This design comes from an exercise in tuning for small area, a short achievable clock period and few clock cycles on the open sky130 flow, not from production work.
The RTL was checked by simulation tests, not by an equivalence proof against the original design.

garnet:
Design omd_fpu, start of the top module:
module omd_fpu (
    input  wire        clk,
    input  wire        rst,
    input  wire        in_valid,
    output wire        in_ready,
    input  wire [1:0]  op,
    input  wire [63:0] a,
    input  wire [63:0] b,
    output reg         out_valid,
    output reg  [63:0] result
);
==> flow/config.mk <==
export PLATFORM = sky130hd
export DESIGN_NAME = omd_fpu
export DESIGN_NICKNAME = omd_fpu
export VERILOG_FILES = /design/flow/design.v
export SDC_FILE = /design/flow/constraint.sdc
export NUM_CORES = 4
export LEC_CHECK = 0
export ABC_AREA = 1
export CAP_MARGIN = 20
export CORE_MARGIN = 2
export CORE_UTILIZATION = 35
export PLACE_DENSITY = 0.5
export SLEW_MARGIN = 20
==> flow/constraint.sdc <==
create_clock -name core_clock -period 27.0 [get_ports {clk}]
set_input_delay 5.4000 -clock core_clock [delete_from_list [all_inputs] [get_ports {clk}]]
set_output_delay 5.4000 -clock core_clock [all_outputs]
set_load 0.01 [all_outputs]
standard.sh (not shown) runs the stock make flow with config.mk's settings and CLKGATE_MAP_FILE= SYNTH_SCRIPT=/design/flow/synth_recipe.tcl, a recipe that flattens the netlist after the stock synthesis.
==> flow/flow/run.sh <==
#!/bin/bash
# Own layout flow: the standard flow (standard.sh, all steps unchanged) run with a
# config that adds to the standard flow's config.mk a setup slack margin for the resizer's
# repair_timing steps, so that they size and buffer the longest paths below the
# clock period. The SDC, the clock period and every other setting stay the standard flow's.
# TNS_END_PERCENT 0 keeps the resizer on the worst path only, so that it does not
# add area to paths that do not set the period. Gate cloning and buffer removal
# are left off, so that no register is ever duplicated and the port buffers stay.
set -euo pipefail
work="$(pwd)"
{
  cat "$work/config.mk"
  echo "export SETUP_SLACK_MARGIN = 20.2"
  echo "export TNS_END_PERCENT = 0"
  echo "export SKIP_GATE_CLONING = 1"
  echo "export SKIP_BUFFER_REMOVAL = 1"
} > "$work/config_own.mk"
sed "s#DESIGN_CONFIG=[^ ]*#DESIGN_CONFIG=$work/config_own.mk#" "$work/standard.sh" > "$work/standard_own.sh"
bash "$work/standard_own.sh" > "$work/standard_own.log" 2>&1
Testbench counts of garnet, summed over its fixed seeds: cycles 5,577.
#### Input delta (onyx over garnet)
-- flow/flow/run.sh --
<<< garnet, line 6
# TNS_END_PERCENT 0 keeps the resizer on the worst path only, so that it does not
# add area to paths that do not set the period. Gate cloning and buffer removal
# are left off, so that no register is ever duplicated and the port buffers stay.
>>> onyx, line 6
# Gate cloning and buffer removal are left off, so that no register is ever
# duplicated and the port buffers stay.
<<< garnet, line 14
  echo "export TNS_END_PERCENT = 0"
>>> onyx, line 13
Results
onyx went all the way through the flow, and no timing, DRC or antenna check failed. Compared with garnet, onyx shows maximum net fanout on the critical path lower by 46. onyx against garnet: initial antenna violation count now larger, fraction of met3 tracks used by global routing up 0.18 points.
For tundra, these inputs were changed with respect to onyx:
-- flow/flow/run.sh --
<<< onyx, line 12
  echo "export SETUP_SLACK_MARGIN = 20.2"
>>> tundra, line 12
  echo "export SETUP_SLACK_MARGIN = 20.6"
--- outcome ---
sky130_fd_sc_hd__a21oi_1 as the slowest stage cell on the critical path was reported by onyx, and sky130_fd_sc_hd__fa_1 by tundra.
Summary of tundra over onyx: worst slack after detailed placement rose by 490 ps, layout overhead on the synthesized area rose by 5.5 points, detailed route wirelength on metal2 rose by about 0.8%, final cell count rose by 1.2%.
Worst setup path endpoint: s3_f[61] -> tundra, booth[6].two -> onyx
[compare] base=onyx new=tundra: number of buffer and inverter stages on the critical path has increased, via total after detailed routing has increased.
#### Input delta (yarrow over tundra)
-- flow/flow/run.sh --
<<< tundra, line 6
# Gate cloning and buffer removal are left off, so that no register is ever
# duplicated and the port buffers stay.
>>> yarrow, line 6
# TNS_END_PERCENT 0 keeps the resizer on the worst path only, so that it does not
# add area to paths that do not set the period. Gate cloning and buffer removal
# are left off, so that no register is ever duplicated and the port buffers stay.
<<< tundra, line 13
>>> yarrow, line 14
  echo "export TNS_END_PERCENT = 0"
Notes after the runs:
- Total of max-cap violations of yarrow is on par with tundra.
- tundra → yarrow: time the final worst path needs with I/O delays and setup increased 61 ps, sequential share of cell area climbed 0.67 points.
- yarrow vs. tundra: cell area now smaller; post-CTS setup repair buffer count lost 53%.
- yarrow vs tundra — vias per cell dropped about 0.7%.

[afterwards: timing with drivers on the ports]
The flow's constraints put no driver on any port. The routed layouts listed below were extracted and timed again, unchanged, in two steps. Step 1, drivers: a clkbuf_16 drives clk and a buf_2 each remaining input, both assumed. Step 2, shift: input delay + t, output delay - t, t = (earliest + latest rising clock arrival at the registers) / 2. This alone moves slack from input paths to output paths. a / b / c = ideal / step 1 / step 2; a / b = the first two.
run	t, ns	setup WS [ns]	hold slack, ns	worst setup path after step 2	worst slew at a driven data input, ns
garnet	0.861	19.973 / 19.898 / 19.192	0.319 / 0.319 / 0.319	input to register	0.07
onyx	0.889	20.176 / 20.158 / 19.404	0.322 / 0.322 / 0.322	input to register	0.08
tundra	0.862	20.310 / 20.262 / 19.767	0.323 / 0.323 / 0.323	input to register	0.05
yarrow	0.860	20.248 / 20.242 / 19.460	0.321 / 0.321 / 0.321	input to register	0.07
After both steps setup and hold are still met in every run listed. The setup slack of yarrow, which loses most, moves by -0.006 ns with the drivers and by -0.788 ns with both steps.
